What follows belongs to an exercise in optimizing a design on an open flow for small area, a short achievable clock period and few clock cycles per item; a production flow would make more cautious choices. At most, simulation tests tie the RTL to the original design; equivalence was not proved. Function not checked in run 1: the RTL went through the layout flow alone. Power is estimated from default activity; no workload was simulated.

==> flow/design.v <==
module agon_crypto (
    input  wire       clk,
    input  wire       rst,               
    input  wire       req,               
    input  wire       we,                
    input  wire       peek,              
    input  wire [7:0] addr,              
    input  wire [7:0] wdata,             
    input  wire       op_allowed,        
    input  wire       write_protected,   
    output wire       busy,              
    output reg  [7:0] rdata              
);
    localparam [5:0] LAST_IDX  = 6'h03;
    localparam [5:0] BLOCK_IDX = 6'h04;
    localparam [5:0] STATE_IDX = 6'h18;
    function [31:0] rotr;
        input [31:0] x;
        input integer k;
        begin
            rotr = (x >> k) | (x << (32 - k));
        end
    endfunction
    function [31:0] big_s0;
        input [31:0] x;
        begin
            big_s0 = rotr(x, 2) ^ rotr(x, 13) ^ rotr(x, 22);
        end
    endfunction
    function [31:0] big_s1;
        input [31:0] x;
        begin
            big_s1 = rotr(x, 6) ^ rotr(x, 11) ^ rotr(x, 25);
        end
    endfunction
    function [31:0] small_s0;
        input [31:0] x;
        begin
            small_s0 = rotr(x, 7) ^ rotr(x, 18) ^ (x >> 3);
        end
    endfunction
    function [31:0] small_s1;
        input [31:0] x;
        begin
            small_s1 = rotr(x, 17) ^ rotr(x, 19) ^ (x >> 10);
        end
    endfunction
    function [31:0] iv;
        input [2:0] j;
        begin
            case (j)
                3'd0: iv = 32'h6a09e667; 3'd1: iv = 32'hbb67ae85;
                3'd2: iv = 32'h3c6ef372; 3'd3: iv = 32'ha54ff53a;
                3'd4: iv = 32'h510e527f; 3'd5: iv = 32'h9b05688c;
                3'd6: iv = 32'h1f83d9ab; default: iv = 32'h5be0cd19;
            endcase
        end
    endfunction
    localparam [2047:0] K_TABLE = {
        32'hc67178f2, 32'hbef9a3f7, 32'ha4506ceb, 32'h90befffa,
        32'h8cc70208, 32'h84c87814, 32'h78a5636f, 32'h748f82ee,
        32'h682e6ff3, 32'h5b9cca4f, 32'h4ed8aa4a, 32'h391c0cb3,
        32'h34b0bcb5, 32'h2748774c, 32'h1e376c08, 32'h19a4c116,
        32'h106aa070, 32'hf40e3585, 32'hd6990624, 32'hd192e819,
        32'hc76c51a3, 32'hc24b8b70, 32'ha81a664b, 32'ha2bfe8a1,
        32'h92722c85, 32'h81c2c92e, 32'h766a0abb, 32'h650a7354,
        32'h53380d13, 32'h4d2c6dfc, 32'h2e1b2138, 32'h27b70a85,
        32'h14292967, 32'h06ca6351, 32'hd5a79147, 32'hc6e00bf3,
        32'hbf597fc7, 32'hb00327c8, 32'ha831c66d, 32'h983e5152,
        32'h76f988da, 32'h5cb0a9dc, 32'h4a7484aa, 32'h2de92c6f,
        32'h240ca1cc, 32'h0fc19dc6, 32'hefbe4786, 32'he49b69c1,
        32'hc19bf174, 32'h9bdc06a7, 32'h80deb1fe, 32'h72be5d74,
        32'h550c7dc3, 32'h243185be, 32'h12835b01, 32'hd807aa98,
        32'hab1c5ed5, 32'h923f82a4, 32'h59f111f1, 32'h3956c25b,
        32'he9b5dba5, 32'hb5c0fbcf, 32'h71374491, 32'h428a2f98
    };
    localparam [2047:0] K_NEXT2 = {K_TABLE[63:0], K_TABLE[2047:64]};
    reg [31:0] H [0:7];      
    reg [31:0] B [0:15];     
    reg [5:0]  last;         
    reg        pend;         
    reg        p_zero, p_init, p_comp;
    reg        running;      
    reg        idle_e;       
    reg        idle_k;       
    reg [6:0]  t;            
    reg [31:0] va, vb, vc, vd, ve, vf, vg;
    reg [31:0] W [0:15];     
    reg [31:0] us, uc;       
    reg [31:0] kreg;         
    wire go     = ~running & p_comp & ~p_init & ~p_zero;
    wire start  = pend & go;
    reg         pw_v;
    reg  [3:0]  pw_word;
    reg  [1:0]  pw_lane;
    reg  [7:0]  pw_dat;
    wire rd_hold = pend | running | pw_v;
    wire wr_hold = pend & ~go;
    wire        stream = running & (t <= 7'd13);     
    wire        stuck  = pw_v & stream & ({3'b000, pw_word} > t + 7'd2);
    reg         rb, wb;
    assign busy = we ? wb : rb;
    wire       accept   = req & ~busy;
    wire [5:0] idx      = addr[7:2];
    wire [1:0] lane     = addr[1:0];
    wire       wr_acc   = accept & we;
    wire       wr_do    = wr_acc & (peek | ~write_protected);
    wire [5:0] rd_idx   = (~peek & ~op_allowed) ? last : idx;
    wire       ctrl_wr  = wr_do & (addr == 8'h00);
    wire       op_zero  = wdata[4];
    wire       op_init  = ~wdata[4] & ((wdata & 8'h0e) == 8'h0a);
    wire       op_comp  = ~wdata[4] & ((wdata & 8'h0a) == 8'h0a);
    wire       ctrl_now = ctrl_wr & ~running & ~pend;
    wire       ctrl_q   = ctrl_wr & (running | pend);
    wire       exec_q   = pend & ~running;
    wire       blk_wr   = wr_do & (idx >= BLOCK_IDX) & (idx < BLOCK_IDX + 6'd16);
    wire [3:0] blk_word = idx[3:0] - BLOCK_IDX[3:0];
    reg [15:0] s_strm;       
    reg [15:0] bsel;         
    reg [7:0]  hsel;         
    reg [31:0] rd_word;
    reg [31:0] r_word;
    reg [3:0]  r_lsel;       
    integer    q;
    always @(*) begin
        for (q = 0; q < 16; q = q + 1)
            bsel[q] = stream ? s_strm[q] : (rd_idx == BLOCK_IDX + q);
        for (q = 0; q < 8; q = q + 1)
            hsel[q] = ~stream & ((rd_idx == STATE_IDX + q) | ((q == 7) && (rd_idx == LAST_IDX)));
        rd_word = 32'h0;
        for (q = 0; q < 16; q = q + 1)
            rd_word = rd_word | (B[q] & {32{bsel[q]}});
        for (q = 0; q < 8; q = q + 1)
            rd_word = rd_word | (H[q] & {32{hsel[q]}});
        rdata = (r_word[7:0]   & {8{r_lsel[0]}}) | (r_word[15:8]  & {8{r_lsel[1]}}) |
                (r_word[23:16] & {8{r_lsel[2]}}) | (r_word[31:24] & {8{r_lsel[3]}});
    end
    wire [31:0] maj    = (va & vb) ^ (va & vc) ^ (vb & vc);
    wire [31:0] a_new  = big_s0(va) + maj + us + uc;
    wire [31:0] e_new  = vd + us + uc;
    wire [31:0] e_d    = idle_e ? H[4] : e_new;
    wire [31:0] f_d    = idle_e ? H[5] : ve;
    wire [31:0] g_d    = idle_e ? H[6] : vf;
    wire [31:0] hkw_nx = (idle_k ? H[7] : vg) + (idle_k ? K_TABLE[31:0] : kreg) +
                         (idle_k ? B[0] : W[15]);
    wire [31:0] u_x    = big_s1(e_d);
    wire [31:0] u_y    = (e_d & f_d) ^ (~e_d & g_d);
    wire [31:0] us_nx  = hkw_nx ^ u_x ^ u_y;
    wire [31:0] uc_nx  = {(hkw_nx[30:0] & u_x[30:0]) | (hkw_nx[30:0] & u_y[30:0]) |
                          (u_x[30:0] & u_y[30:0]), 1'b0};
    reg  [31:0] wq;
    wire [31:0] wq_nx  = W[10] + small_s0(W[2]) + W[1];
    wire [31:0] wnew   = small_s1(W[14]) + wq;
    wire [31:0] b_strm = rd_word;
    wire        fin    = running & (t >= 7'd61);
    wire [31:0] sum_a  = H[3] + va;
    wire [31:0] sum_e  = H[7] + ve;
    wire [7:0]  b_dat  = pw_dat & {8{~rst}};
    integer i, j, l;
    always @(posedge clk) begin
        if (~running)
            s_strm <= 16'h0004;
        else
            s_strm <= {s_strm[14:0], 1'b0};
        r_word <= rd_word;
        for (l = 0; l < 4; l = l + 1)
            r_lsel[l] <= (lane == l);
    end
    always @(posedge clk) begin
        pw_v    <= pw_v_n;
        pw_word <= pw_word_n;
        if (~stuck) begin
            pw_lane <= lane;
            pw_dat  <= wdata;
        end
        for (j = 0; j < 16; j = j + 1)
            for (l = 0; l < 4; l = l + 1)
                if (rst | (pw_v & ~stuck & (pw_word == j) & (pw_lane == l)))
                    B[j][8*l +: 8] <= b_dat;
    end
    always @(posedge clk) begin
        us <= us_nx;
        wq <= wq_nx;
        uc <= uc_nx;
        ve <= e_d;
        vf <= f_d;
        vg <= g_d;
        for (i = 0; i < 14; i = i + 1)
            W[i] <= W[i + 1];
        if (~running) begin
            va <= H[0]; vb <= H[1]; vc <= H[2]; vd <= H[3];
            W[14] <= B[0];
            W[15] <= B[1];
            kreg <= K_TABLE[63:32];
        end else begin
            vd <= vc;
            vc <= vb;
            vb <= va;
            va <= a_new;
            W[14] <= W[15];
            W[15] <= (t <= 7'd13) ? b_strm : wnew;
            kreg <= K_NEXT2[32*t[5:0] +: 32];
        end
        if (rst) begin
            for (i = 0; i < 8; i = i + 1)
                H[i] <= 32'h0;
            last    <= 6'h0;
        end else begin
            if (accept & ~peek & (we | op_allowed))
                last <= idx;
            if (fin) begin
                H[0] <= sum_a; H[1] <= H[0]; H[2] <= H[1]; H[3] <= H[2];
                H[4] <= sum_e; H[5] <= H[4]; H[6] <= H[5]; H[7] <= H[6];
            end else if ((ctrl_now & op_zero) | (exec_q & p_zero)) begin
                for (i = 0; i < 8; i = i + 1)
                    H[i] <= 32'h0;
            end else if ((ctrl_now & op_init) | (exec_q & p_init)) begin
                for (i = 0; i < 8; i = i + 1)
                    H[i] <= iv(i);
            end
        end
    end
    wire       pend_n   = ~rst & (ctrl_q | (ctrl_now ? op_comp : (exec_q ? p_init : pend)));
    wire       p_zero_n = ctrl_q ? op_zero : (~ctrl_now & p_zero);
    wire       p_init_n = ctrl_q ? op_init : (~ctrl_now & ~exec_q & p_init);
    wire       p_comp_n = ctrl_q ? op_comp : (ctrl_now | p_comp);
    wire       run_n    = ~rst & (start | (running & (t != 7'd64)));
    wire [6:0] t_n      = (rst | start) ? 7'd0 : (running ? t + 7'd1 : t);
    wire       pw_v_n   = ~rst & (stuck ? pw_v : blk_wr);
    wire [3:0] pw_word_n = stuck ? pw_word : blk_word;
    wire       go_n     = ~run_n & p_comp_n & ~p_init_n & ~p_zero_n;
    wire       stuck_n  = pw_v_n & run_n & (t_n <= 7'd13) & ({3'b000, pw_word_n} > t_n + 7'd2);
    always @(posedge clk) begin
        pend    <= pend_n;
        p_zero  <= p_zero_n;
        p_init  <= p_init_n;
        p_comp  <= p_comp_n;
        running <= run_n;
        idle_e  <= ~run_n | (t_n == 7'd64);
        idle_k  <= ~run_n | (t_n >= 7'd63);
        t       <= t_n;
        rb      <= pend_n | run_n | pw_v_n;
        wb      <= (pend_n & ~go_n) | stuck_n;
    end
endmodule
==> flow/flow/run.sh <==
#!/bin/bash
# The standard layout (the standard.sh: standard synthesis, ORFS
# floorplan to finish at the design's clock and constraints), with two
# repair/CTS settings changed:
#  - clock tree synthesis inserts no dummy load cells.
# Each tool's output goes to ORFS's own logs; make's output to standard.log.
set -euo pipefail
bash standard.sh SETUP_SLACK_MARGIN=5.6 \
  "CTS_ARGS=-sink_clustering_enable -repair_clock_nets -dont_use_dummy_load" \
  finish > standard.log 2>&1
==> flow/standard.sh <==
#!/bin/bash
# synth_recipe.tcl (not shown) runs the flow's synth.tcl, then flattens the netlist and writes it again
# the make line also repeats each setting of config.mk as NAME=value (left out here)
make -C /OpenROAD-flow-scripts/flow DESIGN_CONFIG=/design/flow/config.mk WORK_HOME=/design/flow/orfs CLKGATE_MAP_FILE= SYNTH_SCRIPT=/design/flow/synth_recipe.tcl "${@:-finish}"
==> flow/config.mk <==
export PLATFORM = sky130hd
export DESIGN_NAME = agon_crypto
export DESIGN_NICKNAME = agon_crypto
export VERILOG_FILES = /design/flow/design.v
export SDC_FILE = /design/flow/constraint.sdc
export NUM_CORES = 4
export LEC_CHECK = 0
export ABC_CLOCK_PERIOD_IN_PS = 4000
export CAP_MARGIN = 20
export CORE_MARGIN = 2
export CORE_UTILIZATION = 40
export PLACE_DENSITY = 0.6
export SETUP_SLACK_MARGIN = 5
export SLEW_MARGIN = 20
==> flow/constraint.sdc <==
create_clock -name core_clock -period 10.0 [get_ports {clk}]
set_input_delay 2.0000 -clock core_clock [delete_from_list [all_inputs] [get_ports {clk}]]
set_output_delay 2.0000 -clock core_clock [all_outputs]
set_load 0.01 [all_outputs]
==> impl_metrics.json, run 1 <==
{
  "gr-usage-met2": 0.411,
  "clk_path_buf_depth": 3,
  "hold_start": "W[8][16]$_DFF_P_",
  "fin_crit_sh": 0.468,
  "syn-num-nets": 7083,
  "ys.flop_type": "dfxtp_1",
  "yosysSeqAreaShare": 0.528,
  "powerDensity_nw_per_um2": 178,
  "largestRegisters": "B (512), W (480), H (256)",
  "setup_tns_ps": 0,
  "cap_viol_max_count": 0,
  "grt_pass1_wl_mm": 363,
  "hold_path_class": "flop to flop",
  "die_area_um2": 188000,
  "met1_usage": 0.363,
  "fillers": 16600,
  "insertion_delay_ps": 840,
  "grt_pass1_vias": 51600,
  "utilization": 0.462,
  "synthToLayoutAreaGrowth_pct": 14.6,
  "antenna_found_initial": 8,
  "reg2reg_depth": 15,
  "cp-startpoint": "va[23]$_DFF_P_",
  "slew_headroom": 0.265,
  "vias_per_cell": 5.95,
  "gr-usage-met3": 0.0507,
  "htreeDepth": 4,
  "worstReg2RegStart": "va[23]$_DFF_P_",
  "tightest_slew_ps": 1100,
  "crit_type": "flop to flop",
  "finClkSkew_ps": 79.3,
  "p_int_mw": 11.2,
  "grt_max_degree": 175,
  "drive_above_1_share": 0.150,
  "whs_ps": 284,
  "slew_violations": 0,
  "cp-start-kind": "flop",
  "antenna_left": 0,
  "cts_tree": "yes",
  "root_buffer": "clkbuf_16",
  "power_switching_mw": 3.90,
  "layout.nets": 7176,
  "finalSetupViolations": 0,
  "rsz0062_at_grt": "yes",
  "combPwrFrac": 0.130,
  "die_h_um": 434,
  "end_kind": "flop",
  "seq_area_um2": 39100,
  "ir_drop_v": 0.000157,
  "fmax_mhz": 214,
  "gp_congestion": 0.947,
  "rows": 157,
  "synth_edf_count": 522,
  "drc_errors": 0,
  "final_common_cell": "dfxtp_1",
  "min_period_ps": 4680,
  "top_level_ports": 32,
  "mostFrequentLayoutCells": "dfxtp_1, edfxtp_1, nand2_1, a21oi_1, nor2_1",
  "overflow": 0,
  "cts.sinks": 1686,
  "core_area_um2": 183000,
  "crit_fanout": 7,
  "start_util": 0.403,
  "multi_input_area_um2": 34300,
  "cts.clk_slew.worst_paths_ps": 60,
  "hold_buffers": 0,
  "finalHoldViolations": 0,
  "arrival_ps": 5330,
  "drtPass1Iterations": 8,
  "top_register": "B",
  "outcome": "timing/DRC/antenna clean",
  "async_flop_share": 0,
  "ys_types": 86,
  "groute.usage.overall": 0.266,
  "place_hpwl_mm": 179,
  "grt-busiest-layer": "met2",
  "detail_route.wl_per_cell_um": 28.2,
  "cp.required_ps": 10650,
  "cts_inserted_buffers": 172,
  "syn_inst": 6622,
  "drt-total-wl_mm": 259,
  "clkPwrFrac": 0.365,
  "ys_warn_count": 4,
  "holdPathStages": 0,
  "vias": 54700,
  "synth_area_um2": 73900,
  "io_buffers": 31,
  "seq_power_share": 0.505,
  "die_x_um": 434,
  "power.switching_fraction": 0.259,
  "synth_seq_cells": 1686,
  "largest_reg_flops": 512,
  "leakage_nw": 34.4,
  "drtIter0Drc": 7543,
  "postSynthAreaPerCell_um2": 11.2
}
final timing paths:
check | endpoint | slack (ps)
min | W[7][16]$_DFF_P_ | 280
min reg2reg | W[7][16]$_DFF_P_ | 280
max reg2reg | va[30]$_DFF_P_ | 5320
max | va[30]$_DFF_P_ | 5320
synth_stat cells (all sizes together), types with 16 or more instances:
master	n	area (um^2)
dfxtp	1164	23300
edfxtp	522	15700
a21oi	413	2070
nand2	396	1490
nor2	394	1480
inv	370	1390
o21ai	369	1850
xnor2	295	2580
clkbuf	288	1080
mux2	281	3160
ha	247	3090
a22oi	215	1610
fa	191	3820
a21o	188	1410
xor2	141	1230
a222oi	97	971
nand4	84	526
a221oi	72	631
a22o	68	596
nor3	68	340
mux2i	57	583
nor2b	52	325
nand3	50	250
a211oi	49	368
buf	44	184
a31oi	42	263
o21bai	39	293
nand2b	36	225
o21a	34	255
and2	30	188
and3	28	175
o211ai	26	195
o31ai	25	188
o2111ai	19	166
o311ai	18	158
a211o	17	150
or3	17	106
nor4	16	100
or2	16	100
worst max-delay path: stages, from the launching register on:
cell and delay, ps:
dfxtp_1 670, xor2_1 250, xnor2_1 120, fa_1 540
inv_1 60, ha_4 160, a21o_1 170, a21o_1 170
a221o_1 380, a211o_1 260, a31o_4 230, a221o_1 350
o31a_1 300, a211o_1 320, o311a_1 300, a221o_1 270
final cells by class:
cell class / count / area share
flip-flops and latches: 1686 / 0.461
multi-input cells: 4233 / 0.405
clock buffers: 172 / 0.0508
well taps: 2464 / 0.0364
repair buffers: 249 / 0.0296
inverters: 373 / 0.0166
diodes: 4 / 0.000118
per-layer routing:
metal,vias up,wire (um),part of all wire
met5,-,0,0
met4,0,12600,0.048
li1,24100,-,-
met3,517,25500,0.098
met2,2942,115000,0.44
met1,27200,106000,0.41
power by group through the flow:
stage | clock network, mW | registers, mW | logic (mW)
2_1_floorplan | 0 | 7.66 | 1.30
3_3_place_gp | 0 | 7.75 | 1.80
3_5_place_dp | 0 | 7.75 | 1.81
4_1_cts | 5.55 | 7.61 | 1.89
5_1_grt | 5.81 | 7.64 | 2.12
6_report | 5.50 | 7.62 | 1.96
repair_timing:
action	in CTS	in global routing
setup endpoints to repair	911	462
pin swaps	75	127
cloned	6	4
resized for setup	273	184
setup buffers	68	51
stage by stage:
step | setup slack (ps) | instance area (um^2) | power [mW] | std cells
6_report | 5320 | 84700 | 15.1 | 9181
4_1_cts | 5340 | 83200 | 15.1 | 9122
5_1_grt | 5220 | 84700 | 15.6 | 9178
3_3_place_gp | 3350 | 77000 | 9.56 | 8875
3_5_place_dp | 3310 | 77100 | 9.57 | 8876
2_1_floorplan | 5460 | 73900 | 8.96 | 6622
kinds of logic (layout without fill, tap and decap cells):
| group | after synthesis | count (layout) | share of synthesized area |
|---|---|---|---|
| compound gates | 1794 | 1794 | 0.164 |
| xor+xnor | 436 | 436 | 0.0517 |
| fa+ha+maj | 439 | 439 | 0.0937 |
| buf+inv | 705 | 794 | 0.0361 |
| flops | 1686 | 1686 | 0.528 |
| mux | 340 | 340 | 0.0513 |
| other cells | 0 | 4 | 0 |
| simple gates | 1222 | 1224 | 0.0757 |
==> run 2, diff against run 1 <==
--- a/flow/design.v
+++ b/flow/design.v
@@ -117,3 +117,2 @@
     wire [3:0] blk_word = idx[3:0] - BLOCK_IDX[3:0];
-    reg [15:0] s_strm;       
     reg [15:0] bsel;         
@@ -121,4 +120,2 @@
     reg [31:0] rd_word;
-    reg [31:0] r_word;
-    reg [3:0]  r_lsel;       
     integer    q;
@@ -126,3 +123,3 @@
         for (q = 0; q < 16; q = q + 1)
-            bsel[q] = stream ? s_strm[q] : (rd_idx == BLOCK_IDX + q);
+            bsel[q] = stream ? (t[3:0] + 4'd2 == q) : (rd_idx == BLOCK_IDX + q);
         for (q = 0; q < 8; q = q + 1)
@@ -134,4 +131,2 @@
             rd_word = rd_word | (H[q] & {32{hsel[q]}});
-        rdata = (r_word[7:0]   & {8{r_lsel[0]}}) | (r_word[15:8]  & {8{r_lsel[1]}}) |
-                (r_word[23:16] & {8{r_lsel[2]}}) | (r_word[31:24] & {8{r_lsel[3]}});
     end
@@ -160,9 +155,3 @@
     always @(posedge clk) begin
-        if (~running)
-            s_strm <= 16'h0004;
-        else
-            s_strm <= {s_strm[14:0], 1'b0};
-        r_word <= rd_word;
-        for (l = 0; l < 4; l = l + 1)
-            r_lsel[l] <= (lane == l);
+        rdata <= rd_word[8*lane +: 8];
     end
==> flow/flow/run.sh (replaced) <==
#!/bin/bash
# The standard layout (the standard.sh: standard synthesis, ORFS
# floorplan to finish at the design's clock and constraints), with two
# repair/CTS settings changed:
#  - clock tree synthesis inserts no dummy load cells (and uses the buffer
#    list and sink clustering from config.mk).
# Each tool's output goes to ORFS's own logs; make's output to standard.log.
set -euo pipefail
bash standard.sh SETUP_SLACK_MARGIN=5.6 \
  "CTS_ARGS=-sink_clustering_enable -repair_clock_nets -dont_use_dummy_load -buf_list sky130_fd_sc_hd__clkbuf_4 -sink_clustering_size 8 -sink_clustering_max_diameter 30" \
  finish > standard.log 2>&1
--- a/flow/config.mk
+++ b/flow/config.mk
@@ -11,2 +11,5 @@
 export CORE_UTILIZATION = 40
+export CTS_BUF_LIST = sky130_fd_sc_hd__clkbuf_4
+export CTS_CLUSTER_DIAMETER = 30
+export CTS_CLUSTER_SIZE = 8
 export PLACE_DENSITY = 0.6
==> run 2 against run 1 <==
Against the previous run:
- synthesized area decreased by 1.4%
- synthesized cell count fell by 1.4%
- the run now fails in detailed routing (5_2_route)
- global-route usage grew 0.66 points
==> impl_metrics.json, run 2 <==
{
  "worst-ep-kind": "register data pin",
  "ys_warn_count": 4,
  "top_level_ports": 32,
  "synth_top_area_cell": "dfxtp_1",
  "syn-num-nets": 6988,
  "overflow": 0,
  "clk_path_buf_depth": 4,
  "groute.usage.overall": 0.273,
  "grt_max_degree": 161,
  "async_flop_share": 0,
  "dp_cells": 8701,
  "rows": 156,
  "syn_inst": 6532,
  "antenna_found_initial": 17,
  "die_x_um": 431,
  "place_hpwl_mm": 185,
  "start_util": 0.403,
  "synthTopCellsByCount": "dfxtp_1, edfxtp_1, a21oi_1",
  "netlist_top_cells_area": "dfxtp_1, edfxtp_1, fa_1",
  "synth_area_um2": 72900,
  "grt_pass1_wl_mm": 368,
  "crit_endpoint": "us[20]$_DFF_P_/D",
  "synth_seq_cells": 1644,
  "lastStage": "detailed routing (5_2_route)",
  "ys.flop_type": "dfxtp_1",
  "htreeDepth": 5,
  "io_buffers": 31,
  "post-synth-top-count-cell": "dfxtp_1",
  "grt_pass1_vias": 53200,
  "ys_types": 79,
  "root_buffer": "clkbuf_4",
  "cts.sinks": 1644,
  "hold_buffers": 0,
  "gp_congestion": 0.949,
  "synth_edf_count": 522,
  "toolErrorMsg": "Error: net1 2 pin not visited #guides = 70",
  "cts_inserted_buffers": 362,
  "yosysSeqAreaShare": 0.523,
  "die_h_um": 431,
  "postSynthAreaPerCell_um2": 11.2,
  "synth_top_area_frac": 0.308,
  "outcome": "aborted with a tool error"
}
## run 2: logic make-up after synthesis
| group | share of synthesized area |
|---|---|
| fa+ha+maj | 0.0942 |
| flops | 0.523 |
| buf+inv | 0.0363 |
| compound gates | 0.158 |
| simple gates | 0.0790 |
| xor+xnor | 0.0536 |
| mux | 0.0556 |
## run 2: worst max-delay path by stage
stage | startpoint | to | cells past startpoint
CTS | idle_k$_DFF_P_ | us[30]$_DFF_P_ | 18
global route | idle_k$_DFF_P_ | us[30]$_DFF_P_ | 18
detailed placement | addr[0] | H[0][11]$_SDFFE_PP0P_ | 13
global placement | addr[0] | H[0][31]$_SDFFE_PP0P_ | 11
floorplan | rst | B[0][11]$_DFFE_PP_ | 4
## run 2: metrics by stage
stage          instance area (um^2)  hold WS [ps]  setup WS [ps]
3_5_place_dp                  76300           312           3430
4_1_cts                       80800           248           5310
3_3_place_gp                  76200           310           3050
2_1_floorplan                 73500           310           5300
5_1_grt                       82300           259           5270
## run 2: layer usage
metal  track usage
met3        0.0635
met5             0
met2         0.416
met1         0.362
met4         0.142
## run 2: power groups by stage
stage	registers, mW	logic [mW]	clock network (mW)
after detailed placement	7.57	1.86	0
after CTS	7.43	1.91	4.04
after global routing	7.45	2.17	4.32
after global placement	7.57	1.84	0
after floorplan	7.48	1.34	0
## run 2: timing repair
item                                    in CTS  in global routing
endpoints found under the setup margin     888                640
pin swaps                                   61                 97
setup buffers                               74                 59
gates resized for setup                    234                219
cloned                                       5                  3
Testbench counts of run 2, summed over its fixed seeds: cycles 14,722, blocks 129.
==> run 3, diff against run 2 <==
--- a/flow/flow/run.sh
+++ b/flow/flow/run.sh
@@ -9,3 +9,3 @@
 bash standard.sh SETUP_SLACK_MARGIN=5.6 \
-  "CTS_ARGS=-sink_clustering_enable -repair_clock_nets -dont_use_dummy_load -buf_list sky130_fd_sc_hd__clkbuf_4 -sink_clustering_size 8 -sink_clustering_max_diameter 30" \
+  "CTS_ARGS=-sink_clustering_enable -repair_clock_nets -dont_use_dummy_load -buf_list sky130_fd_sc_hd__clkbuf_8 -sink_clustering_size 12 -sink_clustering_max_diameter 40" \
   finish > standard.log 2>&1
--- a/flow/config.mk
+++ b/flow/config.mk
@@ -11,5 +11,5 @@
 export CORE_UTILIZATION = 40
-export CTS_BUF_LIST = sky130_fd_sc_hd__clkbuf_4
-export CTS_CLUSTER_DIAMETER = 30
-export CTS_CLUSTER_SIZE = 8
+export CTS_BUF_LIST = sky130_fd_sc_hd__clkbuf_8
+export CTS_CLUSTER_DIAMETER = 40
+export CTS_CLUSTER_SIZE = 12
 export PLACE_DENSITY = 0.6
==> run 3 against run 2 <==
Against the previous run:
- now clean on timing, DRC and antenna
- synthesized cell count is the same
- global-route usage grew 0.077 points
- synthesized area is the same
==> impl_metrics.json, run 3 <==
{
  "r2r_slack_ps": 5310,
  "yosysSeqAreaShare": 0.523,
  "layout.nets": 7151,
  "min_period_ps": 4690,
  "core_area_um2": 181000,
  "root_buffer": "clkbuf_8",
  "top_register": "B",
  "outcome": "timing/DRC/antenna clean",
  "crit_type": "flop to flop",
  "end_kind": "flop",
  "setup_tns_ps": 0,
  "antenna_left": 0,
  "drt-total-wl_mm": 262,
  "crit_fanout": 7,
  "groute.usage.overall": 0.274,
  "hold_buffers": 0,
  "syn-num-nets": 6988,
  "largestRegisters": "B (512), W (480), H (256)",
  "instances_no_fill": 9067,
  "ys.flop_type": "dfxtp_1",
  "final_common_cell": "dfxtp_1",
  "cap_viol_max_count": 0,
  "synth_top_area_frac": 0.308,
  "cts.sinks": 1644,
  "io_buffers": 31,
  "die_x_um": 431,
  "place_ws_ps": 3430,
  "reg2reg_depth": 18,
  "mostFrequentLayoutCells": "dfxtp_1, edfxtp_1, a21oi_1, inv_1, nor2_1",
  "whs_ps": 276,
  "die_h_um": 431,
  "finClkSkew_ps": 103,
  "synthToLayoutAreaGrowth_pct": 13.3,
  "ys_types": 79,
  "detail_route.wl_per_cell_um": 28.9,
  "grt_pass1_vias": 52100,
  "finalHoldViolations": 0,
  "worstReg2RegStart": "idle_k$_DFF_P_",
  "clk_path_buf_depth": 3,
  "overflow": 0,
  "antenna_found_initial": 15,
  "slew_violations": 0,
  "cts_tree": "yes",
  "rows": 156,
  "place_hpwl_mm": 185,
  "syn_inst": 6532,
  "min_to": "W[11][8]$_DFF_P_",
  "cp-start-kind": "flop",
  "finalSetupViolations": 0,
  "grt_pass1_wl_mm": 368,
  "fin_ws_ps": 5310,
  "dp_cells": 8701,
  "synth_edf_count": 522,
  "fillers": 16400,
  "drtIter0Drc": 6885,
  "drc_errors": 0,
  "fmax_mhz": 213,
  "top_level_ports": 32,
  "arrival_ps": 5470,
  "gp_congestion": 0.949,
  "ir_drop_v": 0.000143,
  "leakage_nw": 33.2,
  "insertion_delay_ps": 960,
  "drive_above_1_share": 0.165,
  "post-synth-top-count-cell": "dfxtp_1",
  "htreeDepth": 4,
  "rsz0062_at_grt": "yes",
  "async_flop_share": 0,
  "fin_crit_sh": 0.469,
  "drtPass1Iterations": 7,
  "postSynthAreaPerCell_um2": 11.2,
  "hold_start": "W[12][8]$_DFF_P_",
  "synth_seq_cells": 1644,
  "powerDensity_nw_per_um2": 165,
  "synth_area_um2": 72900,
  "vias_per_cell": 6.00,
  "largest_reg_flops": 512,
  "tightest_slew_ps": 1140,
  "synth_top_area_cell": "dfxtp_1",
  "hold_path_class": "flop to flop",
  "holdPathStages": 0,
  "ys_warn_count": 4,
  "start_util": 0.403,
  "synthTopCellsByCount": "dfxtp_1, edfxtp_1, a21oi_1",
  "die_area_um2": 186000,
  "cts.clk_slew.worst_paths_ps": 80,
  "vias": 54400,
  "netlist_top_cells_area": "dfxtp_1, edfxtp_1, fa_1",
  "cp.required_ps": 10780,
  "reg2reg_to": "us[30]$_DFF_P_",
  "slew_headroom": 0.227,
  "cts_inserted_buffers": 217,
  "grt_max_degree": 161
}
==> run 3: cell counts after synthesis <==
No cell type changed its count.
==> run 3: how the worst max path moves through the flow <==
| stage | start | end | slack [ps] | depth (start not counted) |
|---|---|---|---|---|
| after floorplan | rst | B[0][11]$_DFFE_PP_ | 5300 | 4 |
| after global placement | addr[0] | H[0][31]$_SDFFE_PP0P_ | 3050 | 11 |
| after detailed placement | addr[0] | H[0][11]$_SDFFE_PP0P_ | 3430 | 13 |
| after CTS | idle_k$_DFF_P_ | us[30]$_DFF_P_ | 5240 | 19 |
| after global routing | idle_k$_DFF_P_ | us[30]$_DFF_P_ | 5230 | 19 |
| final | idle_k$_DFF_P_ | us[30]$_DFF_P_ | 5310 | 18 |
==> run 3: repair_timing <==
| action | CTS | global route |
|---|---|---|
| setup endpoints to repair | 891 | 546 |
| pin swaps | 74 | 91 |
| setup buffers | 92 | 42 |
| resized for setup | 303 | 152 |
| gates cloned | 8 | 3 |
==> run 3: cell families after synthesis <==
group                      share of synthesized area
adders and majority gates                     0.0942
muxes                                         0.0556
and+or+nand+nor                               0.0790
buffers and inverters                         0.0363
DFF                                            0.523
AOI/OAI and AO/OA                              0.158
xor gates and xnor gates                      0.0536
==> run 3: where the power goes <==
group,switching (mW),total [mW],internal (mW)
clock,2.29,4.18,1.90
combinational,1.21,2.00,0.788
sequential,0.182,7.43,7.24
total,3.68,13.6,9.93
==> run 3: area by class of cell <==
cell class                 instances  area [um^2]  share of cell area
sequential                      1644        38200               0.463
multi-input combinational       4198        34200               0.414
clock buffer                     217         2990              0.0362
tap                             2370         2970              0.0359
timing repair buffer             269         2800              0.0339
inverter                         365         1380              0.0167
antenna                            4         10.0            0.000121
==> run 3: critical path: stages (launching register included) <==
cell and delay, ps:
dfxtp_4 340, buf_12 160, buf_6 120, buf_6 110, buf_4 100, mux2_2 380, fa_1 450, ha_1 330
nor2b_1 170, or4_4 590, a311oi_4 240, buf_6 180, nor2_4 60, nor4_4 180, nor3_4 80, a21oi_2 230
a211oi_2 120, xnor2_2 250, fa_1 460
==> run 3: metrics by stage <==
stage / instance area [um^2] / power (mW) / utilization
2_1_floorplan: 73500 / 8.83 / -
3_3_place_gp: 76200 / 9.41 / 0.421
3_5_place_dp: 76300 / 9.43 / 0.422
4_1_cts: 81500 / 13.6 / 0.450
5_1_grt: 82600 / 14.1 / 0.456
6_report: 82600 / 13.6 / 0.456
==> run 3: layer usage <==
layer / routed length (um) / GRT usage / vias to the layer above / part of all wire
li1: - / - / 23800 / -
met1: 105000 / 0.364 / 27000 / 0.40
met2: 116000 / 0.420 / 2949 / 0.44
met3: 27700 / 0.0670 / 611 / 0.11
met4: 13100 / 0.125 / 18 / 0.050
met5: 187 / 0.00364 / - / 0.00071
==> run 4, diff against run 3 <==
--- a/flow/design.v
+++ b/flow/design.v
@@ -84,3 +84,2 @@
     reg        idle_e;       
-    reg        idle_k;       
     reg [6:0]  t;            
@@ -117,2 +116,12 @@
     wire [3:0] blk_word = idx[3:0] - BLOCK_IDX[3:0];
+    wire       pend_n   = ~rst & (ctrl_q | (ctrl_now ? op_comp : (exec_q ? p_init : pend)));
+    wire       p_zero_n = ctrl_q ? op_zero : (~ctrl_now & p_zero);
+    wire       p_init_n = ctrl_q ? op_init : (~ctrl_now & ~exec_q & p_init);
+    wire       p_comp_n = ctrl_q ? op_comp : (ctrl_now | p_comp);
+    wire       run_n    = ~rst & (start | (running & (t != 7'd64)));
+    wire [6:0] t_n      = (rst | start) ? 7'd0 : (running ? t + 7'd1 : t);
+    wire       pw_v_n   = ~rst & (stuck ? pw_v : blk_wr);
+    wire [3:0] pw_word_n = stuck ? pw_word : blk_word;
+    wire       go_n     = ~run_n & p_comp_n & ~p_init_n & ~p_zero_n;
+    wire       stuck_n  = pw_v_n & run_n & (t_n <= 7'd13) & ({3'b000, pw_word_n} > t_n + 7'd2);
     reg [15:0] bsel;         
@@ -138,4 +147,3 @@
     wire [31:0] g_d    = idle_e ? H[6] : vf;
-    wire [31:0] hkw_nx = (idle_k ? H[7] : vg) + (idle_k ? K_TABLE[31:0] : kreg) +
-                         (idle_k ? B[0] : W[15]);
+    wire [31:0] hkw_nx = vg + kreg + W[15];
     wire [31:0] u_x    = big_s1(e_d);
@@ -153,2 +161,12 @@
     wire [7:0]  b_dat  = pw_dat & {8{~rst}};
+    wire        ex_zero = (ctrl_now & op_zero) | (exec_q & p_zero);
+    wire        ex_init = (ctrl_now & op_init) | (exec_q & p_init);
+    wire [31:0] h7_n    = rst ? 32'h0 : (fin ? H[6] : (ex_zero ? 32'h0 :
+                          (ex_init ? iv(3'd7) : H[7])));
+    reg  [31:0] b0_n;
+    integer     m;
+    always @(*)
+        for (m = 0; m < 4; m = m + 1)
+            b0_n[8*m +: 8] = (rst | (pw_v & ~stuck & (pw_word == 4'd0) & (pw_lane == m))) ?
+                             b_dat : B[0][8*m +: 8];
     integer i, j, l;
@@ -175,5 +193,7 @@
         vf <= f_d;
-        vg <= g_d;
+        vg <= start ? H[6] : (run_n ? vf : h7_n);
         for (i = 0; i < 14; i = i + 1)
             W[i] <= W[i + 1];
+        W[15] <= start ? B[1] : (run_n ? (stream ? b_strm : wnew) : b0_n);
+        kreg  <= start ? K_TABLE[63:32] : (run_n ? K_NEXT2[32*t[5:0] +: 32] : K_TABLE[31:0]);
         if (~running) begin
@@ -181,4 +201,2 @@
             W[14] <= B[0];
-            W[15] <= B[1];
-            kreg <= K_TABLE[63:32];
         end else begin
@@ -189,4 +207,2 @@
             W[14] <= W[15];
-            W[15] <= (t <= 7'd13) ? b_strm : wnew;
-            kreg <= K_NEXT2[32*t[5:0] +: 32];
         end
@@ -202,6 +218,6 @@
                 H[4] <= sum_e; H[5] <= H[4]; H[6] <= H[5]; H[7] <= H[6];
-            end else if ((ctrl_now & op_zero) | (exec_q & p_zero)) begin
+            end else if (ex_zero) begin
                 for (i = 0; i < 8; i = i + 1)
                     H[i] <= 32'h0;
-            end else if ((ctrl_now & op_init) | (exec_q & p_init)) begin
+            end else if (ex_init) begin
                 for (i = 0; i < 8; i = i + 1)
@@ -211,12 +227,2 @@
     end
-    wire       pend_n   = ~rst & (ctrl_q | (ctrl_now ? op_comp : (exec_q ? p_init : pend)));
-    wire       p_zero_n = ctrl_q ? op_zero : (~ctrl_now & p_zero);
-    wire       p_init_n = ctrl_q ? op_init : (~ctrl_now & ~exec_q & p_init);
-    wire       p_comp_n = ctrl_q ? op_comp : (ctrl_now | p_comp);
-    wire       run_n    = ~rst & (start | (running & (t != 7'd64)));
-    wire [6:0] t_n      = (rst | start) ? 7'd0 : (running ? t + 7'd1 : t);
-    wire       pw_v_n   = ~rst & (stuck ? pw_v : blk_wr);
-    wire [3:0] pw_word_n = stuck ? pw_word : blk_word;
-    wire       go_n     = ~run_n & p_comp_n & ~p_init_n & ~p_zero_n;
-    wire       stuck_n  = pw_v_n & run_n & (t_n <= 7'd13) & ({3'b000, pw_word_n} > t_n + 7'd2);
     always @(posedge clk) begin
@@ -228,3 +234,2 @@
         idle_e  <= ~run_n | (t_n == 7'd64);
-        idle_k  <= ~run_n | (t_n >= 7'd63);
         t       <= t_n;
==> run 4 against run 3 <==
Against the previous run:
- power decreased by 14%
- flip-flop and latch count decreased by 1
- setup slack improved by 140 ps
- fmax increased by 3.1%
- still clean on timing, DRC and antenna
==> impl_metrics.json, run 4 <==
{
  "slew_violations": 0,
  "synth_seq_cells": 1643,
  "synth_top_area_cell": "dfxtp_1",
  "start_util": 0.404,
  "synthToLayoutAreaGrowth_pct": 12.4,
  "tightest_slew_ps": 1150,
  "drt-total-wl_mm": 279,
  "crit_path_max_incr_delay_ps": 570,
  "worstReg2RegStart": "t[1]$_DFF_P_",
  "clkPwrFrac": 0.369,
  "drive_above_1_share": 0.150,
  "async_flop_share": 0,
  "cts.clk_slew.worst_paths_ps": 80,
  "leakage_nw": 33.2,
  "mostFrequentLayoutCells": "dfxtp_1, edfxtp_1, a21oi_1, nor2_1, inv_1",
  "place_hpwl_mm": 191,
  "ir_drop_v": 0.000110,
  "reg2reg_to": "rdata[5]$_DFF_P_",
  "crit_slowest_cell": "mux4_2",
  "grt_pass1_vias": 54200,
  "whs_ps": 215,
  "hold_path_class": "flop to flop",
  "combPwrFrac": 0.030,
  "powerDensity_nw_per_um2": 141,
  "die_area_um2": 189000,
  "min_period_ps": 4540,
  "clk_path_buf_depth": 3,
  "groute.usage.overall": 0.289,
  "power_switching_mw": 2.64,
  "crit_fanout": 32,
  "cts_tree": "yes",
  "drc_errors": 0,
  "rows": 157,
  "outcome": "timing/DRC/antenna clean",
  "drtIter0Drc": 7056,
  "overflow": 0,
  "finalHoldViolations": 0,
  "htreeDepth": 4,
  "ys_types": 103,
  "crit_type": "primary input to flop",
  "crit_chain": "clkbuf_4 -> or2_4 -> a31oi_4 -> nor4_4 -> buf_4 -> a22o_1 -> a221oi_4 -> and3_1 -> nand4_1 -> mux4_2",
  "ys.flop_type": "dfxtp_1",
  "antenna_found_initial": 17,
  "end_kind": "flop",
  "top_level_ports": 32,
  "fin_crit_sh": 0.454,
  "vias_per_cell": 6.10,
  "top_register": "B",
  "die_h_um": 434,
  "core_area_um2": 183000,
  "detail_route.wl_per_cell_um": 30.2,
  "p_total_mw": 11.7,
  "fin_ws_ps": 5460,
  "layout.nets": 7238,
  "finClkSkew_ps": 198,
  "synthTopCellsByCount": "dfxtp_1, edfxtp_1, a21oi_1",
  "gp_congestion": 0.976,
  "arrival_ps": 5440,
  "p_int_mw": 9.10,
  "place_ws_ps": 3100,
  "reg2reg_depth": 14,
  "power.switching_fraction": 0.225,
  "hold_buffers": 0,
  "yosysSeqAreaShare": 0.510,
  "die_x_um": 434,
  "r2r_slack_ps": 5560,
  "syn-num-nets": 7143,
  "grt_max_degree": 162,
  "vias": 56300,
  "slew_headroom": 0.228,
  "cp.required_ps": 10890,
  "cp-start-kind": "primary input",
  "largest_reg_flops": 512,
  "rsz0062_at_grt": "yes",
  "insertion_delay_ps": 1040,
  "seq_power_share": 0.601,
  "largestRegisters": "B (512), W (480), H (256)",
  "postSynthAreaPerCell_um2": 11.1,
  "cp-startpoint": "peek",
  "cap_viol_max_count": 0,
  "final_common_cell": "dfxtp_1",
  "root_buffer": "clkbuf_8",
  "post-synth-top-count-cell": "dfxtp_1",
  "cts_inserted_buffers": 230,
  "synth_area_um2": 74100,
  "cts.sinks": 1643,
  "synth_top_area_frac": 0.312,
  "synth_edf_count": 490,
  "crit_path_end": "rdata[5]$_DFF_P_",
  "syn_inst": 6675,
  "ys_warn_count": 4,
  "finalSetupViolations": 0,
  "antenna_left": 0,
  "drtPass1Iterations": 7,
  "setup_tns_ps": 0,
  "fmax_mhz": 220,
  "netlist_top_cells_area": "dfxtp_1, edfxtp_1, fa_1",
  "io_buffers": 31,
  "grt_pass1_wl_mm": 392
}
## run 4: cell count changes in the layout (fill, tap and decap cells not counted), moves of 52 or more
cell,before,now
mux2_2,276,224
a22oi_1,331,254
a221oi_1,36,104
o211ai_1,23,156
o21ai_0,306,206
nand3_1,135,58
a22o_1,49,122
## run 4: final cells by class
| class | count | area, um^2 |
|---|---|---|
| Antenna cell | 5 | 12.5 |
| Clock buffer | 230 | 3170 |
| Fill cell | 17000 | 100000 |
| Sequential cell | 1643 | 37900 |
| Inverter | 371 | 1400 |
| Multi-Input combinational cell | 4305 | 35500 |
| Tap cell | 2464 | 3080 |
| Timing Repair Buffer | 219 | 2200 |
## run 4: logic make-up after synthesis
family	synth area share
adders and majority gates	0.0949
buffers and inverters	0.0390
and+or+nand+nor	0.0782
AOI/OAI and AO/OA	0.179
xor gates and xnor gates	0.0518
DFF	0.510
muxes	0.0468
## run 4: metal layers
layer	up-vias	part of all wire	global-route usage
met3	756	0.097	0.0621
li1	24400	-	-
met4	20	0.074	0.182
met1	27900	0.38	0.367
met5	-	0.00048	0
met2	3220	0.44	0.448
## run 4: power by group through the flow
stage | sequential, mW | clock [mW] | combinational [mW]
CTS | 7.06 | 4.39 | 0.331
finish | 7.06 | 4.33 | 0.350
floorplan | 7.18 | 0 | 0.153
global route | 7.06 | 4.66 | 0.356
detailed placement | 7.20 | 0 | 0.304
global placement | 7.20 | 0 | 0.298
## run 4: how the worst min path moves through the flow
stage,slack [ps],endpoint,depth (start not counted),start
after global placement,310,W[4][7]$_DFF_P_,0,W[5][7]$_DFF_P_
after detailed placement,310,W[10][16]$_DFF_P_,0,W[11][16]$_DFF_P_
final,210,W[6][4]$_DFF_P_,0,W[7][4]$_DFF_P_
after CTS,190,W[6][4]$_DFF_P_,0,W[7][4]$_DFF_P_
after global routing,210,W[3][6]$_DFF_P_,0,W[4][6]$_DFF_P_
after floorplan,310,W[10][0]$_DFF_P_,0,W[11][0]$_DFF_P_
## run 4: timing repair
action	in CTS	in global routing
pin swaps	41	58
setup buffers	48	39
resized for setup	289	146
endpoints found under the hold margin	0	0
setup endpoints to repair	917	516
cloned	10	0
## run 4: through the flow
stage,area (um^2),instances,util
floorplan,74200,6675,-
global placement,77200,8903,0.421
detailed placement,77200,8905,0.421
CTS,82300,9193,0.448
global route,83200,9234,0.454
finish,83200,9237,0.454
## run 4: worst max-delay path: cells and delay by family
family | cells | cell delay, ps
AO/OA/AOI/OAI | 3 | 1150
buffers and inverters | 2 | 530
multiplexers | 1 | 570
AND/OR/NAND/NOR | 4 | 1110
Testbench counts of run 4, summed over its fixed seeds: cycles 14,722, blocks 129.
==> run 5, diff against run 4 <==
--- a/flow/flow/run.sh
+++ b/flow/flow/run.sh
@@ -9,3 +9,3 @@
 bash standard.sh SETUP_SLACK_MARGIN=5.6 \
-  "CTS_ARGS=-sink_clustering_enable -repair_clock_nets -dont_use_dummy_load -buf_list sky130_fd_sc_hd__clkbuf_8 -sink_clustering_size 12 -sink_clustering_max_diameter 40" \
+  "CTS_ARGS=-sink_clustering_enable -repair_clock_nets -dont_use_dummy_load -buf_list sky130_fd_sc_hd__clkbuf_8 -sink_clustering_size 18 -sink_clustering_max_diameter 50" \
   finish > standard.log 2>&1
--- a/flow/config.mk
+++ b/flow/config.mk
@@ -12,4 +12,4 @@
 export CTS_BUF_LIST = sky130_fd_sc_hd__clkbuf_8
-export CTS_CLUSTER_DIAMETER = 40
-export CTS_CLUSTER_SIZE = 12
+export CTS_CLUSTER_DIAMETER = 50
+export CTS_CLUSTER_SIZE = 18
 export PLACE_DENSITY = 0.6
==> run 5 against run 4 <==
Against the previous run:
- non-clock buffer count rose by 9
- utilization down 0.44 points
- clock power fell by 17%
- hold slack better by 47 ps
- count of clock-buffer cells in the layout is 72 lower
- sequential power about the same
- clock skew is 36 ps lower
- flip-flop and latch count unchanged
- critical path type is now primary input to primary output
- still clean on timing, DRC and antenna
- design area decreased by 0.98%
- register-to-register slack lost 60 ps
==> impl_metrics.json, run 5 <==
{
  "synth_seq_cells": 1643,
  "top_level_ports": 32,
  "top_register": "B",
  "powerDensity_nw_per_um2": 133,
  "antenna_left": 0,
  "clkPwrFrac": 0.327,
  "seq_power_share": 0.641,
  "outcome": "timing/DRC/antenna clean",
  "ys_warn_count": 4,
  "synth_top_area_cell": "dfxtp_1",
  "crit_fanout": 2,
  "drtPass1Iterations": 9,
  "place_hpwl_mm": 191,
  "cts_inserted_buffers": 158,
  "vias_per_cell": 6.13,
  "worstReg2RegStart": "us[2]$_DFF_P_",
  "gp_congestion": 0.976,
  "holdPathStages": 0,
  "final_common_cell": "dfxtp_1",
  "tightest_slew_ps": 1120,
  "ir_drop_v": 0.000123,
  "mostFrequentLayoutCells": "dfxtp_1, edfxtp_1, a21oi_1, inv_1, nor2_1",
  "power.switching_fraction": 0.228,
  "cap_viol_max_count": 0,
  "vias": 56300,
  "syn-num-nets": 7143,
  "fillers": 17100,
  "root_buffer": "clkbuf_8",
  "synthToLayoutAreaGrowth_pct": 11.3,
  "combPwrFrac": 0.032,
  "cts.sinks": 1643,
  "slew_violations": 0,
  "post-synth-top-count-cell": "dfxtp_1",
  "multi_input_area_um2": 35500,
  "ys_types": 103,
  "syn_inst": 6675,
  "min_to": "W[12][21]$_DFF_P_",
  "slew_headroom": 0.246,
  "clk_path_buf_depth": 3,
  "layout.nets": 7175,
  "synth_area_um2": 74100,
  "largest_reg_flops": 512,
  "setup_tns_ps": 0,
  "p_total_mw": 11.0,
  "rsz0062_at_grt": "yes",
  "arrival_ps": 2530,
  "io_buffers": 31,
  "drive_above_1_share": 0.142,
  "finClkSkew_ps": 162,
  "synth_edf_count": 490,
  "die_x_um": 434,
  "grt_pass1_vias": 53500,
  "crit_type": "primary input to primary output",
  "synth_top_area_frac": 0.312,
  "grt_pass1_wl_mm": 390,
  "fin_crit_sh": 0.453,
  "power_switching_mw": 2.50,
  "insertion_delay_ps": 990,
  "cp.required_ps": 8000,
  "end_kind": "primary output",
  "finalSetupViolations": 0,
  "reg2reg_to": "us[24]$_DFF_P_",
  "cts.clk_slew.worst_paths_ps": 100,
  "finalHoldViolations": 0,
  "ys.flop_type": "dfxtp_1",
  "core_area_um2": 183000,
  "leakage_nw": 32.8,
  "hold_start": "W[13][21]$_DFF_P_",
  "postSynthAreaPerCell_um2": 11.1,
  "seq_area_um2": 37900,
  "p_int_mw": 8.50,
  "drt-total-wl_mm": 280,
  "overflow": 0,
  "largestRegisters": "B (512), W (480), H (256)",
  "grt_max_degree": 162,
  "htreeDepth": 4,
  "die_h_um": 434,
  "drc_errors": 0,
  "hold_buffers": 0,
  "detail_route.wl_per_cell_um": 30.5,
  "start_util": 0.404,
  "r2r_slack_ps": 5500,
  "synthTopCellsByCount": "dfxtp_1, edfxtp_1, a21oi_1",
  "fmax_mhz": 221,
  "netlist_top_cells_area": "dfxtp_1, edfxtp_1, fa_1",
  "drtIter0Drc": 7506,
  "groute.usage.overall": 0.288,
  "hold_path_class": "flop to flop",
  "rows": 157,
  "yosysSeqAreaShare": 0.510,
  "async_flop_share": 0,
  "cts_tree": "yes",
  "die_area_um2": 189000,
  "antenna_found_initial": 13,
  "cp-start-kind": "primary input",
  "reg2reg_depth": 15,
  "min_period_ps": 4530
}
-- run 5: cell counts after synthesis --
No cell type changed its count.
-- run 5: logic make-up (layout without fill, tap and decap cells) --
group / Yosys count / count (layout) / synth area share
flip-flops: 1643 / 1643 / 0.510
other: 0 / 11 / 0
buffers and inverters: 731 / 757 / 0.0390
multiplexers: 307 / 307 / 0.0468
adder cells (fa/ha/maj): 446 / 446 / 0.0949
AND/OR/NAND/NOR: 1223 / 1225 / 0.0782
AO/OA/AOI/OAI: 1887 / 1889 / 0.179
XOR/XNOR: 438 / 438 / 0.0518
-- run 5: per-layer routing --
layer,vias to the layer above,GRT usage,share of wire,wire (um)
met2,3362,0.447,0.44,124000
met1,27900,0.368,0.38,107000
met3,733,0.0559,0.099,27700
met5,-,0,0.00019,52
met4,8,0.182,0.074,20700
li1,24300,-,-,-
-- run 5: worst max-delay path: stages --
cell,delay (ps)
buf_8,100
mux2_4,310
buf_6,120
-- run 5: per-stage QoR --
| stage | cell area, um^2 | utilization | setup slack, ps | instances | hold slack [ps] |
|---|---|---|---|---|---|
| 2_1_floorplan | 74200 | - | 5570 | 6675 | 310 |
| 3_3_place_gp | 77200 | 0.421 | 3160 | 8903 | 309 |
| 3_5_place_dp | 77200 | 0.421 | 3100 | 8905 | 312 |
| 4_1_cts | 81300 | 0.443 | 5460 | 9135 | 254 |
| 5_1_grt | 82400 | 0.449 | 5460 | 9175 | 247 |
| 6_report | 82400 | 0.449 | 5470 | 9180 | 262 |
-- run 5: what timing repair did --
| action | 4_1_cts | 5_1_grt |
|---|---|---|
| pin swaps | 45 | 39 |
| endpoints found under the setup margin | 925 | 593 |
| buffers inserted | 62 | 29 |
| gates cloned | 10 | 5 |
| gates resized for setup | 288 | 149 |
-- run 5: worst max path at each step --
stage	startpoint	endpoint	slack (ps)	cells past startpoint
floorplan	op_allowed	W[15][7]$_DFF_P_	5570	13
global placement	peek	rdata[7]$_DFF_P_	3160	10
detailed placement	peek	rdata[7]$_DFF_P_	3100	10
CTS	we	busy	5460	3
global route	we	busy	5460	3
finish	we	busy	5470	3
-- run 5: area by class of cell --
class,count,area share
diodes,11,0.000334
repair buffers,228,0.0289
clock buffers,158,0.0264
well taps,2464,0.0374
inverters,371,0.0169
flip-flops and latches,1643,0.460
multi-input cells,4305,0.430
-- run 5: power groups by stage --
stage	logic, mW	clock network, mW	registers, mW
2_1_floorplan	0.153	0	7.18
3_3_place_gp	0.298	0	7.20
3_5_place_dp	0.304	0	7.20
4_1_cts	0.333	3.63	7.05
5_1_grt	0.363	3.87	7.06
6_report	0.357	3.59	7.05
==> run 6, diff against run 5 <==
--- a/flow/flow/run.sh
+++ b/flow/flow/run.sh
@@ -8,3 +8,3 @@
 set -euo pipefail
-bash standard.sh SETUP_SLACK_MARGIN=5.6 \
+bash standard.sh SETUP_SLACK_MARGIN=5.9 \
   "CTS_ARGS=-sink_clustering_enable -repair_clock_nets -dont_use_dummy_load -buf_list sky130_fd_sc_hd__clkbuf_8 -sink_clustering_size 18 -sink_clustering_max_diameter 50" \
==> run 6 against run 5 <==
Against the previous run:
- still clean
- global-route usage rose by 0.55 points
- setup slack improved by 9.7 ps
- combinational power rose by 15%
- count of clock-buffer cells in the layout fell by 3
- wire length rose by 3.0%
- sequential share of layout area fell by 2.1 points
- synthesized area did not move
- largest power group unchanged
- highest routed layer unchanged
==> impl_metrics.json, run 6 <==
{
  "synthTopCellsByCount": "dfxtp_1, edfxtp_1, a21oi_1",
  "finClkSkew_ps": 127,
  "drtPass1Iterations": 6,
  "gr-usage-met3": 0.0678,
  "grt_max_degree": 116,
  "netlist_top_cells_area": "dfxtp_1, edfxtp_1, fa_1",
  "hold_buffers": 0,
  "grt_pass1_vias": 54100,
  "start_util": 0.404,
  "seq_area_um2": 38000,
  "mostFrequentLayoutCells": "dfxtp_1, edfxtp_1, a21oi_1, nor2_1, inv_1",
  "ys.flop_type": "dfxtp_1",
  "clk_path_buf_depth": 3,
  "fillers": 16600,
  "arrival_ps": 2530,
  "largest_reg_flops": 512,
  "cts.sinks": 1643,
  "syn-num-nets": 7143,
  "place_ws_ps": 3100,
  "groute.usage.overall": 0.293,
  "antenna_left": 0,
  "overflow": 0,
  "yosysSeqAreaShare": 0.510,
  "syn_inst": 6675,
  "hold_path_class": "flop to flop",
  "grt_pass1_wl_mm": 397,
  "gp_congestion": 0.999,
  "r2r_slack_ps": 5500,
  "gr-usage-met2": 0.454,
  "cp.required_ps": 8000,
  "vias_per_cell": 6.14,
  "antenna_found_initial": 16,
  "ys_types": 103,
  "finalSetupViolations": 0,
  "synthToLayoutAreaGrowth_pct": 16.7,
  "root_buffer": "clkbuf_8",
  "insertion_delay_ps": 980,
  "reg2reg_to": "us[5]$_DFF_P_",
  "grt-busiest-layer": "met2",
  "instances_no_fill": 9351,
  "powerDensity_nw_per_um2": 128,
  "reg2reg_depth": 15,
  "drt-total-wl_mm": 289,
  "io_buffers": 31,
  "design_area_um2": 86500,
  "outcome": "timing/DRC/antenna clean",
  "synth_area_um2": 74100,
  "met1_usage": 0.369,
  "cts_inserted_buffers": 155,
  "leakage_nw": 34.3,
  "cap_viol_max_count": 0,
  "hold_start": "W[7][25]$_DFF_P_",
  "crit_type": "primary input to primary output",
  "top_register": "B",
  "fin_ws_ps": 5470,
  "synth_top_area_cell": "dfxtp_1",
  "cts_tree": "yes",
  "synth_edf_count": 490,
  "slew_headroom": 0.209,
  "drive_above_1_share": 0.200,
  "utilization": 0.471,
  "async_flop_share": 0,
  "synth_top_area_frac": 0.312,
  "die_h_um": 434,
  "post-synth-top-count-cell": "dfxtp_1",
  "synth_seq_cells": 1643,
  "cp-start-kind": "primary input",
  "htreeDepth": 4,
  "worstReg2RegStart": "uc[1]$_DFF_P_",
  "ir_drop_v": 0.000115,
  "die_area_um2": 189000,
  "multi_input_area_um2": 37400,
  "detail_route.wl_per_cell_um": 30.9,
  "min_period_ps": 4530,
  "core_area_um2": 183000,
  "holdPathStages": 0,
  "vias": 57500,
  "top_level_ports": 32,
  "cts.clk_slew.worst_paths_ps": 100,
  "largestRegisters": "B (512), W (480), H (256)",
  "final_common_cell": "dfxtp_1",
  "drtIter0Drc": 7350,
  "postSynthAreaPerCell_um2": 11.1,
  "slew_violations": 0,
  "layout.nets": 7344,
  "end_kind": "primary output",
  "min_to": "W[6][25]$_DFF_P_",
  "rows": 157,
  "die_x_um": 434,
  "tightest_slew_ps": 1170,
  "place_area_um2": 77600,
  "fin_crit_sh": 0.453,
  "ys_warn_count": 4,
  "setup_tns_ps": 0,
  "fmax_mhz": 221,
  "finalHoldViolations": 0,
  "dp_cells": 8905,
  "rsz0062_at_grt": "yes",
  "drc_errors": 0,
  "crit_fanout": 2,
  "place_hpwl_mm": 194
}
run 6: timing repair:
action                                  in CTS  in global routing
gates cloned                                13                 12
gates resized for setup                    541                305
pin swaps                                  151                150
buffers inserted                           135                118
endpoints found under the setup margin     958                638
run 6: kinds of logic after synthesis:
logic type / share of synthesized area
mux: 0.0468
compound gates: 0.179
flops: 0.510
xor+xnor: 0.0518
simple gates: 0.0782
fa+ha+maj: 0.0949
buf+inv: 0.0390
run 6: area by class of cell:
cell class,count,share of cell area
tap,2464,0.0357
inverter,371,0.0164
clock buffer,155,0.0247
timing repair buffer,399,0.0511
sequential,1643,0.439
multi-input combinational,4306,0.433
antenna,13,0.000376
run 6: worst max path at each step:
stage / start / end / slack (ps) / cells past startpoint
detailed placement: peek / rdata[7]$_DFF_P_ / 3100 / 10
floorplan: rst / B[10][0]$_DFFE_PP_ / 5610 / 3
global route: us[5]$_DFF_P_ / us[5]$_DFF_P_ / 5440 / 14
CTS: we / busy / 5470 / 3
global placement: peek / rdata[7]$_DFF_P_ / 3210 / 10
finish: we / busy / 5470 / 3
run 6: where the power goes:
group | total [mW] | switching [mW] | leakage [nW] | internal (mW)
registers | 7.05 | 0.0603 | 14.3 | 6.99
clock network | 3.58 | 2.20 | 1.11 | 1.38
logic | 0.412 | 0.276 | 18.9 | 0.136
run 6: through the flow:
stage	hold slack [ps]	power, mW
after global placement	310	7.51
after floorplan	310	7.35
after CTS	251	11.0
after global routing	248	11.3
after detailed placement	312	7.51
final	258	11.0
run 6: worst max-delay path, stage by stage:
cell    delay [ps]
buf_8          100
mux2_4         300
buf_6          120
run 6: per-layer routing:
layer  routed length (um)  share of wire
met1               109000           0.38
met2               127000           0.44
met4                21600          0.075
met3                30900           0.11
met5                   91        0.00032
==> run 7, diff against run 6 <==
==> flow/flow/run.sh (replaced) <==
#!/bin/bash
# The standard layout (the standard.sh: standard synthesis, ORFS
# floorplan to finish at the design's clock and constraints), with these
# settings changed:
#  - clock tree synthesis inserts no dummy load cells (and uses the buffer
#    list and sink clustering from config.mk),
#  - pin placement keeps the we input next to the busy output (flow/io.tcl).
# Each tool's output goes to ORFS's own logs; make's output to standard.log.
set -euo pipefail
bash standard.sh SETUP_SLACK_MARGIN=5.6 \
  "CTS_ARGS=-sink_clustering_enable -repair_clock_nets -dont_use_dummy_load -buf_list sky130_fd_sc_hd__clkbuf_8 -sink_clustering_size 18 -sink_clustering_max_diameter 50" \
  "IO_CONSTRAINTS=$PWD/flow/io.tcl" \
  finish > standard.log 2>&1
==> flow/flow/io.tcl (new file) <==
# Pin placement constraint: keep the we input next to the busy output, whose
# path from we is the shortest input-to-output path.
set_io_pin_constraint -group -order -pin_names {we busy}
==> run 7 against run 6 <==
Against the previous run:
- flip-flop and latch count is the same
- register-to-register slack gained 60 ps
- wire length decreased by 4.8%
- power shrank 0.28%
- final cell count down 2.2%
- die area is the same
- setup slack got worse by 4.0 ps
- clock power grew 1%
- count of clock-buffer cells in the layout is 5 higher
- synthesized cell count is the same
- non-clock buffer count is 199 lower
- highest routed layer unchanged
- hold slack gained 24 ps
==> impl_metrics.json, run 7 <==
{
  "outcome": "timing/DRC/antenna clean",
  "synthTopCellsByCount": "dfxtp_1, edfxtp_1, a21oi_1",
  "fmax_mhz": 221,
  "final_common_cell": "dfxtp_1",
  "place_hpwl_mm": 193,
  "largest_reg_flops": 512,
  "ir_drop_v": 0.000123,
  "async_flop_share": 0,
  "r2r_slack_ps": 5560,
  "min_period_ps": 4530,
  "root_buffer": "clkbuf_8",
  "tightest_slew_ps": 1330,
  "ys_types": 103,
  "arrival_ps": 2530,
  "instances_no_fill": 9148,
  "io_buffers": 31,
  "antenna_found_initial": 16,
  "cap_viol_max_count": 0,
  "drive_above_1_share": 0.135,
  "ys_warn_count": 4,
  "cp.required_ps": 8000,
  "finClkSkew_ps": 110,
  "antenna_left": 0,
  "layout.nets": 7147,
  "gp_congestion": 1.00,
  "yosysSeqAreaShare": 0.510,
  "synth_seq_cells": 1643,
  "synth_top_area_cell": "dfxtp_1",
  "end_kind": "primary output",
  "finalSetupViolations": 0,
  "cts.sinks": 1643,
  "cts_inserted_buffers": 160,
  "synth_top_area_frac": 0.312,
  "hold_path_class": "flop to flop",
  "finalHoldViolations": 0,
  "crit_fanout": 2,
  "grt_max_degree": 136,
  "reg2reg_depth": 12,
  "hold_buffers": 0,
  "overflow": 0,
  "cp-startpoint": "we",
  "insertion_delay_ps": 980,
  "fin_crit_sh": 0.453,
  "vias": 55800,
  "worstReg2RegStart": "t[2]$_DFF_P_",
  "mostFrequentLayoutCells": "dfxtp_1, edfxtp_1, a21oi_1, nor2_1, inv_1",
  "groute.usage.overall": 0.285,
  "netlist_top_cells_area": "dfxtp_1, edfxtp_1, fa_1",
  "vias_per_cell": 6.10,
  "die_h_um": 434,
  "drt-total-wl_mm": 275,
  "drtIter0Drc": 7372,
  "rsz0062_at_grt": "yes",
  "core_area_um2": 183000,
  "grt_pass1_vias": 53400,
  "detail_route.wl_per_cell_um": 30.1,
  "top_register": "B",
  "synth_area_um2": 74100,
  "grt_pass1_wl_mm": 387,
  "top_level_ports": 32,
  "synthToLayoutAreaGrowth_pct": 10.3,
  "htreeDepth": 4,
  "syn_inst": 6675,
  "setup_tns_ps": 0,
  "postSynthAreaPerCell_um2": 11.1,
  "cts_tree": "yes",
  "post-synth-top-count-cell": "dfxtp_1",
  "rows": 157,
  "cp-start-kind": "primary input",
  "largestRegisters": "B (512), W (480), H (256)",
  "clk_path_buf_depth": 3,
  "design_area_um2": 81700,
  "reg2reg_to": "B[11][26]$_DFFE_PP_",
  "cts.clk_slew.worst_paths_ps": 100,
  "drc_errors": 0,
  "crit_path_end": "busy",
  "slew_violations": 0,
  "syn-num-nets": 7143,
  "slew_headroom": 0.105,
  "dp_cells": 8912,
  "start_util": 0.404,
  "powerDensity_nw_per_um2": 135,
  "whs_ps": 282,
  "place_area_um2": 77200,
  "leakage_nw": 32.6,
  "die_area_um2": 189000,
  "drtPass1Iterations": 8,
  "synth_edf_count": 490,
  "ys.flop_type": "dfxtp_1",
  "die_x_um": 434,
  "crit_type": "primary input to primary output"
}
-- run 7: per-layer routing --
layer	GRT usage	wire [um]	vias up
li1	-	-	24200
met1	0.367	106000	27600
met2	0.436	121000	3225
met3	0.0566	26500	791
met4	0.189	21400	16
met5	0	99	-
-- run 7: layout make-up --
cell class | instances | area [um^2]
Fill cell | 17000 | 102000
Sequential cell | 1643 | 37900
Multi-Input combinational cell | 4303 | 35200
Tap cell | 2464 | 3080
Clock buffer | 160 | 2200
Timing Repair Buffer | 200 | 1960
Inverter | 371 | 1400
Antenna cell | 7 | 17.5
-- run 7: critical path, cell delays in order --
cell    delay, ps
buf_8         100
mux2_4        310
buf_6         120
-- run 7: cells by family (layout without fill, tap and decap cells) --
logic type / count (synthesis) / count (layout) / synth area share
AOI/OAI and AO/OA: 1887 / 1887 / 0.179
DFF: 1643 / 1643 / 0.510
and+or+nand+nor: 1223 / 1225 / 0.0782
buffers and inverters: 731 / 731 / 0.0390
adders and majority gates: 446 / 446 / 0.0949
xor gates and xnor gates: 438 / 438 / 0.0518
muxes: 307 / 307 / 0.0468
other: 0 / 7 / 0
-- run 7: worst min path at each step --
stage	from	endpoint	slack [ps]	cells after the start
after floorplan	W[11][0]$_DFF_P_	W[10][0]$_DFF_P_	310	0
after global placement	W[5][14]$_DFF_P_	W[4][14]$_DFF_P_	310	0
after detailed placement	W[11][10]$_DFF_P_	W[10][10]$_DFF_P_	310	0
after CTS	W[7][16]$_DFF_P_	W[6][16]$_DFF_P_	280	0
after global routing	W[7][16]$_DFF_P_	W[6][16]$_DFF_P_	280	0
final	W[7][16]$_DFF_P_	W[6][16]$_DFF_P_	280	0
-- run 7: timing repair --
item,CTS,global route
pin swaps,43,66
cloned,6,1
setup endpoints to repair,655,454
gates resized for setup,217,176
buffers inserted,38,24
-- run 7: through the flow --
stage,worst slack (ps),total power [mW],utilization
detailed placement,3160,7.50,0.421
global placement,3270,7.50,0.420
finish,5470,11.0,0.445
CTS,5470,11.0,0.440
global route,5350,11.3,0.445
floorplan,5570,7.33,-
-- run 7: report_power, final --
| part | total (mW) | switching, mW | internal, mW |
|---|---|---|---|
| Clock | 3.62 | 2.20 | 1.42 |
| Sequential | 7.05 | 0.0566 | 6.99 |
| Combinational | 0.334 | 0.248 | 0.0861 |
| Total | 11.0 | 2.50 | 8.50 |

port drivers added, routing unchanged:
No port has a modelled driver above. Below, the same layouts with a new extraction and two added sets of constraints. Step 1 (the two cells are an assumption about what drives the block):
set clk [get_ports {clk}]
set_driving_cell -lib_cell sky130_fd_sc_hd__clkbuf_16 $clk
set_driving_cell -lib_cell sky130_fd_sc_hd__buf_2 [delete_from_list [all_inputs] $clk]
Step 2 times the ports against the registers' clock, not the clock port: input delays grow and output delays shrink by t, the midpoint of the rising clock arrivals with the driver on. Slacks: ideal ports / drivers / drivers and shift; pairs: ideal ports / drivers.
| run | t (ns) | setup slack, ns | worst hold slack (ns) | cell pins on the clock port's net |
|---|---|---|---|---|
| run 1 | 0.877 | 5.318 / 5.318 / 4.656 | 0.284 / 0.284 / 0.284 | 1 |
| run 3 | 1.002 | 5.313 / 5.313 / 4.533 | 0.276 / 0.276 / 0.276 | 1 |
| run 4 | 1.027 | 5.456 / 5.426 / 4.483 | 0.215 / 0.215 / 0.215 | 1 |
| run 5 | 1.001 | 5.465 / 5.425 / 4.563 | 0.262 / 0.262 / 0.262 | 1 |
| run 6 | 1.014 | 5.475 / 5.432 / 4.655 | 0.258 / 0.258 / 0.258 | 1 |
| run 7 | 1.003 | 5.471 / 5.421 / 4.580 | 0.282 / 0.282 / 0.282 | 1 |
After both steps setup and hold are still met in every run listed. The setup slack of run 4, which loses most, moves by -0.030 ns with the drivers and by -0.973 ns with both steps.
